Source: an optimization exercise on an open RTL-to-GDS flow (aim: small area, a short achievable clock period and few clock cycles per item). Production flows keep margins and buffers that such runs may drop.
Function was checked by simulation only, so behaviour that the tests miss may differ from the original.
Power figures rest on the tool's default switching activity, not on a simulated workload.

File: design/flow/design.v
module sha512_core (
    input  wire         clk,
    input  wire         rst,           
    input  wire         word_valid,
    input  wire [63:0]  word,
    input  wire         first,
    output wire         word_ready,
    output reg          digest_valid,
    output wire [511:0] digest
);
    localparam [80*64-1:0] K_TABLE = {
        64'h6c44198c4a475817,
        64'h5fcb6fab3ad6faec,
        64'h597f299cfc657e2a,
        64'h4cc5d4becb3e42b6,   
        64'h431d67c49c100d4c,
        64'h3c9ebe0a15c9bebc,
        64'h32caab7b40c72493,
        64'h28db77f523047d84,   
        64'h1b710b35131c471b,
        64'h113f9804bef90dae,
        64'h0a637dc5a2c898a6,
        64'h06f067aa72176fba,   
        64'hf57d4f7fee6ed178,
        64'heada7dd6cde0eb1e,
        64'hd186b8c721c0c207,
        64'hca273eceea26619c,   
        64'hc67178f2e372532b,
        64'hbef9a3f7b2c67915,
        64'ha4506cebde82bde9,
        64'h90befffa23631e28,   
        64'h8cc702081a6439ec,
        64'h84c87814a1f0ab72,
        64'h78a5636f43172f60,
        64'h748f82ee5defb2fc,   
        64'h682e6ff3d6b2b8a3,
        64'h5b9cca4f7763e373,
        64'h4ed8aa4ae3418acb,
        64'h391c0cb3c5c95a63,   
        64'h34b0bcb5e19b48a8,
        64'h2748774cdf8eeb99,
        64'h1e376c085141ab53,
        64'h19a4c116b8d2d0c8,   
        64'h106aa07032bbd1b8,
        64'hf40e35855771202a,
        64'hd69906245565a910,
        64'hd192e819d6ef5218,   
        64'hc76c51a30654be30,
        64'hc24b8b70d0f89791,
        64'ha81a664bbc423001,
        64'ha2bfe8a14cf10364,   
        64'h92722c851482353b,
        64'h81c2c92e47edaee6,
        64'h766a0abb3c77b2a8,
        64'h650a73548baf63de,   
        64'h53380d139d95b3df,
        64'h4d2c6dfc5ac42aed,
        64'h2e1b21385c26c926,
        64'h27b70a8546d22ffc,   
        64'h142929670a0e6e70,
        64'h06ca6351e003826f,
        64'hd5a79147930aa725,
        64'hc6e00bf33da88fc2,   
        64'hbf597fc7beef0ee4,
        64'hb00327c898fb213f,
        64'ha831c66d2db43210,
        64'h983e5152ee66dfab,   
        64'h76f988da831153b5,
        64'h5cb0a9dcbd41fbd4,
        64'h4a7484aa6ea6e483,
        64'h2de92c6f592b0275,   
        64'h240ca1cc77ac9c65,
        64'h0fc19dc68b8cd5b5,
        64'hefbe4786384f25e3,
        64'he49b69c19ef14ad2,   
        64'hc19bf174cf692694,
        64'h9bdc06a725c71235,
        64'h80deb1fe3b1696b1,
        64'h72be5d74f27b896f,   
        64'h550c7dc3d5ffb4e2,
        64'h243185be4ee4b28c,
        64'h12835b0145706fbe,
        64'hd807aa98a3030242,   
        64'hab1c5ed5da6d8118,
        64'h923f82a4af194f9b,
        64'h59f111f1b605d019,
        64'h3956c25bf348b538,   
        64'he9b5dba58189dbbc,
        64'hb5c0fbcfec4d3b2f,
        64'h7137449123ef65cd,
        64'h428a2f98d728ae22   
    };
    localparam [8*64-1:0] H0_TABLE = {
        64'h5be0cd19137e2179,
        64'h1f83d9abfb41bd6b,
        64'h9b05688c2b3e6c1f,
        64'h510e527fade682d1,
        64'ha54ff53a5f1d36f1,
        64'h3c6ef372fe94f82b,
        64'hbb67ae8584caa73b,
        64'h6a09e667f3bcc908
    };
    function [63:0] kconst(input [6:0] t);
        kconst = K_TABLE[64*t +: 64];
    endfunction
    function [63:0] iv(input [2:0] i);
        iv = H0_TABLE[64*i +: 64];
    endfunction
    function [63:0] rotr(input [63:0] x, input integer n);
        rotr = (x >> n) | (x << (64 - n));
    endfunction
    reg         run;         
    reg  [6:0]  t;           
    reg  [4:0]  k;           
    reg         pend_iv;     
    reg         cur_iv;      
    reg         fin;         
    reg         load;        
    reg         sched;       
    reg         late;        
    reg         hupd;        
    reg  [3:0]  hs_h, hs_i;  
    reg  [63:0] w [0:15];    
    reg  [63:0] hv [0:7];    
    reg  [63:0] a, b, c, d, e, f, g, h;
    reg  [63:0] kr;          
    assign word_ready = late & ~k[4];
    wire arrive = word_valid & word_ready;
    wire [4:0] k_inc = k + {4'd0, arrive};
    wire start  = load & (k_inc == 5'd16);
    wire       run_n = rst ? 1'b0 : start ? 1'b1 : fin ? 1'b0 : run;
    wire [6:0] t_n   = rst ? 7'd80 : start ? 7'd0 : (run & ~fin) ? t + 7'd1 : t;
    wire       civ_n = rst ? 1'b0 : start ? pend_iv : fin ? 1'b0 : cur_iv;
    wire [63:0] big_sigma0 = rotr(a, 28) ^ rotr(a, 34) ^ rotr(a, 39);
    wire [63:0] big_sigma1 = rotr(e, 14) ^ rotr(e, 18) ^ rotr(e, 41);
    wire [63:0] ch         = (e & f) ^ (~e & g);
    wire [63:0] maj        = (a & b) ^ (a & c) ^ (b & c);
    function [63:0] csa_s(input [63:0] x, input [63:0] y, input [63:0] z);
        csa_s = x ^ y ^ z;
    endfunction
    function [63:0] csa_c(input [63:0] x, input [63:0] y, input [63:0] z);
        csa_c = ((x & y) | (x & z) | (y & z)) << 1;
    endfunction
    wire [63:0] hk_s  = csa_s(h, kr, w[0]);
    wire [63:0] hk_c  = csa_c(h, kr, w[0]);
    wire [63:0] a1_s  = csa_s(big_sigma1, ch, big_sigma0);
    wire [63:0] a1_c  = csa_c(big_sigma1, ch, big_sigma0);
    wire [63:0] a2_s  = csa_s(maj, hk_s, hk_c);
    wire [63:0] a2_c  = csa_c(maj, hk_s, hk_c);
    wire [63:0] a3_s  = csa_s(a1_s, a1_c, a2_s);
    wire [63:0] a3_c  = csa_c(a1_s, a1_c, a2_s);
    wire [63:0] a4_s  = csa_s(a3_s, a3_c, a2_c);
    wire [63:0] a4_c  = csa_c(a3_s, a3_c, a2_c);
    wire [63:0] a_new = a4_s + a4_c;
    wire [63:0] e0_s  = csa_s(hk_s, hk_c, d);
    wire [63:0] e0_c  = csa_c(hk_s, hk_c, d);
    wire [63:0] e1_s  = csa_s(big_sigma1, ch, e0_s);
    wire [63:0] e1_c  = csa_c(big_sigma1, ch, e0_s);
    wire [63:0] e2_s  = csa_s(e1_s, e1_c, e0_c);
    wire [63:0] e2_c  = csa_c(e1_s, e1_c, e0_c);
    wire [63:0] e_new = e2_s + e2_c;
    wire [63:0] s0    = rotr(w[1], 1) ^ rotr(w[1], 8) ^ (w[1] >> 7);
    wire [63:0] s1    = rotr(w[14], 19) ^ rotr(w[14], 61) ^ (w[14] >> 6);
    wire [63:0] w_new = s1 + w[9] + s0 + w[0];
    wire [63:0] ha_sel = ({64{hs_h[3]}} & hv[3]) | ({64{hs_h[2]}} & hv[2]) |
                         ({64{hs_h[1]}} & hv[1]) | ({64{hs_h[0]}} & hv[0]) |
                         ({64{hs_i[3]}} & iv(3)) | ({64{hs_i[2]}} & iv(2)) |
                         ({64{hs_i[1]}} & iv(1)) | ({64{hs_i[0]}} & iv(0));
    wire [63:0] he_sel = ({64{hs_h[3]}} & hv[7]) | ({64{hs_h[2]}} & hv[6]) |
                         ({64{hs_h[1]}} & hv[5]) | ({64{hs_h[0]}} & hv[4]) |
                         ({64{hs_i[3]}} & iv(7)) | ({64{hs_i[2]}} & iv(6)) |
                         ({64{hs_i[1]}} & iv(5)) | ({64{hs_i[0]}} & iv(4));
    wire [63:0] fa_out = ha_sel + (a & {64{run}});
    wire [63:0] fe_out = he_sel + (e & {64{run}});
    wire [63:0] ld [0:7];
    assign ld[0] = pend_iv ? iv(0) : fa_out;
    assign ld[1] = pend_iv ? iv(1) : hv[1];
    assign ld[2] = pend_iv ? iv(2) : hv[2];
    assign ld[3] = pend_iv ? iv(3) : hv[3];
    assign ld[4] = pend_iv ? iv(4) : fe_out;
    assign ld[5] = pend_iv ? iv(5) : hv[5];
    assign ld[6] = pend_iv ? iv(6) : hv[6];
    assign ld[7] = pend_iv ? iv(7) : hv[7];
    genvar gi;
    generate
        for (gi = 0; gi < 8; gi = gi + 1) begin : g_dig
            assign digest[511 - 64*gi -: 64] = hv[gi];
        end
    endgenerate
    integer i;
    always @(posedge clk) begin
        if (load) begin
            a <= ld[0]; b <= ld[1]; c <= ld[2]; d <= ld[3];
            e <= ld[4]; f <= ld[5]; g <= ld[6]; h <= ld[7];
        end else begin
            a <= a_new; b <= a; c <= b; d <= c;
            e <= e_new; f <= e; g <= f; h <= g;
        end
        kr <= start ? kconst(7'd0) : kconst(t + 7'd1);
        for (i = 0; i < 15; i = i + 1)
            if (arrive | (run & (i + k < 15)))
                w[i] <= w[i+1];
        if (sched)
            w[15] <= w_new;
        else if (arrive)
            w[15] <= word;
        if (hupd) begin
            if (hs_h[3] | hs_i[3]) begin hv[3] <= fa_out; hv[7] <= fe_out; end
            if (hs_h[2] | hs_i[2]) begin hv[2] <= fa_out; hv[6] <= fe_out; end
            if (hs_h[1] | hs_i[1]) begin hv[1] <= fa_out; hv[5] <= fe_out; end
            if (hs_h[0] | hs_i[0]) begin hv[0] <= fa_out; hv[4] <= fe_out; end
        end
        run    <= run_n;
        t      <= t_n;
        cur_iv <= civ_n;
        fin    <= run_n & (t_n == 7'd80);
        load   <= ~run_n | (t_n == 7'd80);
        sched  <= run_n & (t_n < 7'd64);
        late   <= ~run_n | (t_n >= 7'd64);
        hupd   <= run_n & (t_n >= 7'd77);
        hs_h[3] <= run_n & (t_n == 7'd77) & ~civ_n;
        hs_h[2] <= run_n & (t_n == 7'd78) & ~civ_n;
        hs_h[1] <= run_n & (t_n == 7'd79) & ~civ_n;
        hs_h[0] <= ~(run_n & (t_n >= 7'd77) & (t_n <= 7'd79)) & ~civ_n;
        hs_i[3] <= run_n & (t_n == 7'd77) & civ_n;
        hs_i[2] <= run_n & (t_n == 7'd78) & civ_n;
        hs_i[1] <= run_n & (t_n == 7'd79) & civ_n;
        hs_i[0] <= ~(run_n & (t_n >= 7'd77) & (t_n <= 7'd79)) & civ_n;
        if (rst) begin
            k            <= 5'd0;
            pend_iv      <= 1'b1;
            digest_valid <= 1'b0;
        end else begin
            digest_valid <= fin;
            if (arrive & (k == 5'd0))
                pend_iv <= first;
            k <= start ? 5'd0 : k_inc;
        end
    end
endmodule
File: design/flow/run.sh
#!/bin/bash
# synth_recipe.tcl (not shown) runs the flow's synth.tcl, then flattens the netlist and writes it again
# the make line also repeats each setting of config.mk as NAME=value (left out here)
make -C /OpenROAD-flow-scripts/flow DESIGN_CONFIG=/design/flow/config.mk WORK_HOME=/design/flow/orfs CLKGATE_MAP_FILE= SYNTH_SCRIPT=/design/flow/synth_recipe.tcl finish
File: design/flow/config.mk
export PLATFORM = sky130hd
export DESIGN_NAME = sha512_core
export DESIGN_NICKNAME = sha512_core
export VERILOG_FILES = /design/flow/design.v
export SDC_FILE = /design/flow/constraint.sdc
export NUM_CORES = 4
export LEC_CHECK = 0
export CAP_MARGIN = 20
export CORE_MARGIN = 2
export CORE_UTILIZATION = 55
export SETUP_SLACK_MARGIN = 5
export SLEW_MARGIN = 20
export SYNTH_MEMORY_MAX_BITS = 16384
File: design/flow/constraint.sdc
create_clock -name core_clock -period 12.0 [get_ports {clk}]
set_input_delay 2.4000 -clock core_clock [delete_from_list [all_inputs] [get_ports {clk}]]
set_output_delay 2.4000 -clock core_clock [all_outputs]
set_load 0.01 [all_outputs]
==> metrics.md <==
| Metric | Value |
|---|---|
| Final hold vios | `0` |
| Tmin final | `7031 ps` |
| Status | `complete, no violations` |
| Post-route setup slack | `4969 ps` |
| RSZ-0062 raised after global routing | `yes` |
| IO Count | `582` |
| Int Power | `0.01688 W` |
| PD cells | `217.8 nW/µm²` |
| Most common cell on crit path | `xnor2_1` |
| Class of the worst hold path | `flop to flop` |
| GP Congestion | `1.100` |
| H-Tree Depth | `4` |
| Max frequency | `0.1422 GHz` |
| Clock latency at the later pin of the worst-skew pair | `980 ps` |
| Port Buf Inserts | `581` |
| Seq. cell area | `58,270 µm²` |
| Register bit total from synthesis | `2,141` |
| Setup CP Type | `flop to flop` |
| Syn Nets | `11,400` |
| Clock root buffer | `clkbuf_16` |
| Die Ht | `464.5 µm` |
| Crit start category | `flop` |
| CTS Hold Bufs | `0` |
| First-pass GRT wire length | `685,400 µm` |
| Critical path buffers and inverters | `2` |
| Register area share after synthesis | `0.4993` |
| Multi-input gate area | `53,360 µm²` |
| Pin count of the biggest net entering global routing | `166` |
| Pre-CTS setup slack | `5096 ps` |
| Filler instances | `16,260` |
| Final WL | `501,900 µm` |
| Initial antenna violation count | `37` |
| Critical Path AT | `7640 ps` |
| Synthesized instance count | `10,360` |
| Commonest non-fill, non-tap cell in the layout | `edfxtp_1` |
| Vias per cell | `6.617` |
| CTS tree | `done` |
| Wire per inst | `36.65 µm` |
| Slew @ Worst Pin | `1324 ps` |
| Switching pwr | `0.01201 W` |
| Synth unique cells | `93` |
| DRC Markers | `0` |
| Largest area contributor in the netlist | `edfxtp_1` |
| Die ar. | `215,800 µm²` |
| Number of buffers created by CTS | `211` |
| EDFF count, synth | `1,536` |
| Ys Warns | `3` |
| Vias | `90,610` |
| Initial core utilization | `0.5516` |
| Async SR Flop Fraction | `0` |
| Peak VDD IR | `0.0002117 V` |
| Die Wd | `464.5 µm` |
| Core footprint | `211,500 µm²` |
| DR pass1 iterations | `8` |
| Max-slew violations | `0` |
| Mapped Area | `116,600 µm²` |
| Top cell type's share of synthesized area | `0.3955` |
| Critical Path RT | `12,610 ps` |
| Number of endpoints failing setup at the final stage | `0` |
| FP Rows | `169` |
| Switching share of power | `0.4156` |
| Gr ovfl total | `0` |
| Detailed Route Iter0 Violations | `12,860` |
| Final core occ | `0.6273` |
| Total Nets Final | `11,710` |
| Synthesis-to-layout area growth | `13.73%` |
| Slowest Stage Delay on Critical Path | `670 ps` |
| Clock Tree Buf Depth | `3` |
| Post-DP HPWL | `384,300 µm` |
| Reg power frac | `0.297` |
| Vias in the first global route | `88,240` |
| Gr usage total | `0.4565` |
| Setup crit end kind | `flop` |
| Share of cells above drive strength 1 | `0.08109` |
| Clk sinks | `2,141` |
| Normalized max-slew margin | `0.1078` |
| Critical path peak fanout | `4` |
| Setup_tns | `0 ps` |
| Logic pwr share | `0.461` |
| Finished Cell Area | `132,600 µm²` |
| Family with the most delay on the worst path | `compound AO/OA/AOI/OAI gates` |
| Period utilization | `0.5859` |
| Leak pwr | `51.22 nW` |
| Clock transition at path regs | `70 ps` |
| Clock power share | `0.242` |
| Syn avg cell area | `11.26 µm²` |
| Synth area leaders | `edfxtp_1, dfxtp_1, fa_1` |
| Post-DP Area | `125,200 µm²` |
| Final setup skew | `123.1 ps` |
| ANT nets after route | `0` |
| Maxcap violations | `0` |
| CP Cell Sequence | `xnor2_1 -> xnor2_1 -> fa_1 -> inv_1 -> fa_1 -> inv_1 -> ha_1 -> a211oi_1 -> o211ai_1 -> a211oi_2 -> o21ai_1 -> a221o_1 -> a21o_1 -> a311oi_1 -> o31a_1 -> nor3_1 -> nor2_1 -> xnor2_1 -> mux2_2` |
| Slowest-stage cell, CP | `fa_1` |
| Top FF cell, synth | `edfxtp_1` |
| Commonest cells after routing, fill and taps aside | `edfxtp_1, a21oi_1, nor2_1` |
==> power groups by stage <==
stage | combinational [W] | clock (W) | sequential [W]
2_1_floorplan | 0.00868 | 0 | 0.00850
3_3_place_gp | 0.0127 | 0 | 0.00868
3_5_place_dp | 0.0127 | 0 | 0.00870
4_1_cts | 0.0129 | 0.00700 | 0.00855
5_1_grt | 0.0141 | 0.00726 | 0.00857
6_report | 0.0133 | 0.00699 | 0.00856
==> final cells by class <==
type / count / share of cell area
Tap cell: 2821 / 0.02661
Timing Repair Buffer: 735 / 0.05349
Inverter: 803 / 0.02276
Clock buffer: 289 / 0.04476
Antenna cell: 20 / 0.0003773
Multi-Input combinational cell: 6778 / 0.4023
Clock inverter: 106 / 0.01046
Sequential cell: 2141 / 0.4393
==> synthesized netlist by cell type (all sizes together) (205+ instances only) <==
master	count
ha	399
edfxtp	1536
a21oi	836
inv	798
o21ai	438
nand2	485
dfxtp	605
clkbuf	576
a21o	247
xnor2	660
fa	573
a22oi	205
xor2	229
nor2	812
nor2b	211
==> registers in the layout, indices dropped and copies added, names as in the netlist, 5 cells and up <==
name	cells
k	5
hv	512
e	64
w	1024
t	7
b	64
c	64
kr	64
a	64
f	64
h	64
g	64
d	64
==> metal layers <==
metal	global-route usage	wire length (µm)
met2	0.7203	228700
met3	0.1208	55510
met4	0.3728	51310
met5	0	179
met1	0.5234	166200
==> repair_timing <==
| action | 4_1_cts | 5_1_grt |
|---|---|---|
| buffers inserted | 0 | 1 |
| gates resized for setup | 0 | 3 |
| endpoints found under the setup margin | 0 | 12 |
==> metrics by stage <==
stage                     hold WS, ps  total power [W]  std cells
after floorplan                 400.3          0.01718      10360
after global routing            345.6          0.02993      13670
after detailed placement        404.5          0.02143      13280
final                           322.7          0.02888      13690
after global placement          400.1          0.02137      13270
after CTS                       328.0          0.02845      13670
==> path summary, 6_finish.rpt <==
path,from,end,slack (ps),cells after the start
setup / recovery,w[14][8],w[15][56],4970,19
hold / removal,w[8][46],w[7][46],320,0
setup reg to reg,w[14][8],w[15][56],4970,19
hold reg to reg,w[8][46],w[7][46],320,0
==> logic make-up (layout without fill, tap and decap cells) <==
family                     count (synthesis)  count (layout)  share of synthesized area
and+or+nand+nor                         2177            2177                    0.08636
other                                      0              20                          0
DFF                                     2141            2141                     0.4993
AOI/OAI and AO/OA                       2589            2589                     0.1456
muxes                                    119             119                    0.01141
xor gates and xnor gates                 889             889                    0.06676
buffers and inverters                   1443            1933                    0.04661
adders and majority gates               1004            1004                     0.1439
Testbench counts, summed over its fixed seeds: cycles 15,688, blocks 192.

## afterwards: timing with drivers on the ports
How much do the figures lean on ideal ports? The routed layout below was timed once more, with nothing changed but the port constraints.
Step 1 assumes that a clkbuf_16 drives the clock port and a buf_2 every other input.
Step 2 also shifts input and output timing later by t, the mid clock arrival at the registers, as if the neighbouring blocks saw the same clock.
Three values: ideal, step 1, step 2; two values: the first two.
t, ns: 1.024
setup WS [ns]: 4.969 / 4.969 / 4.814
worst setup path after step 2: input to register
cell pins on the clock port's net: 1
After both steps setup and hold are still met in this run. The setup slack of this run moves by 0.000 ns with the drivers and by -0.155 ns with both steps.
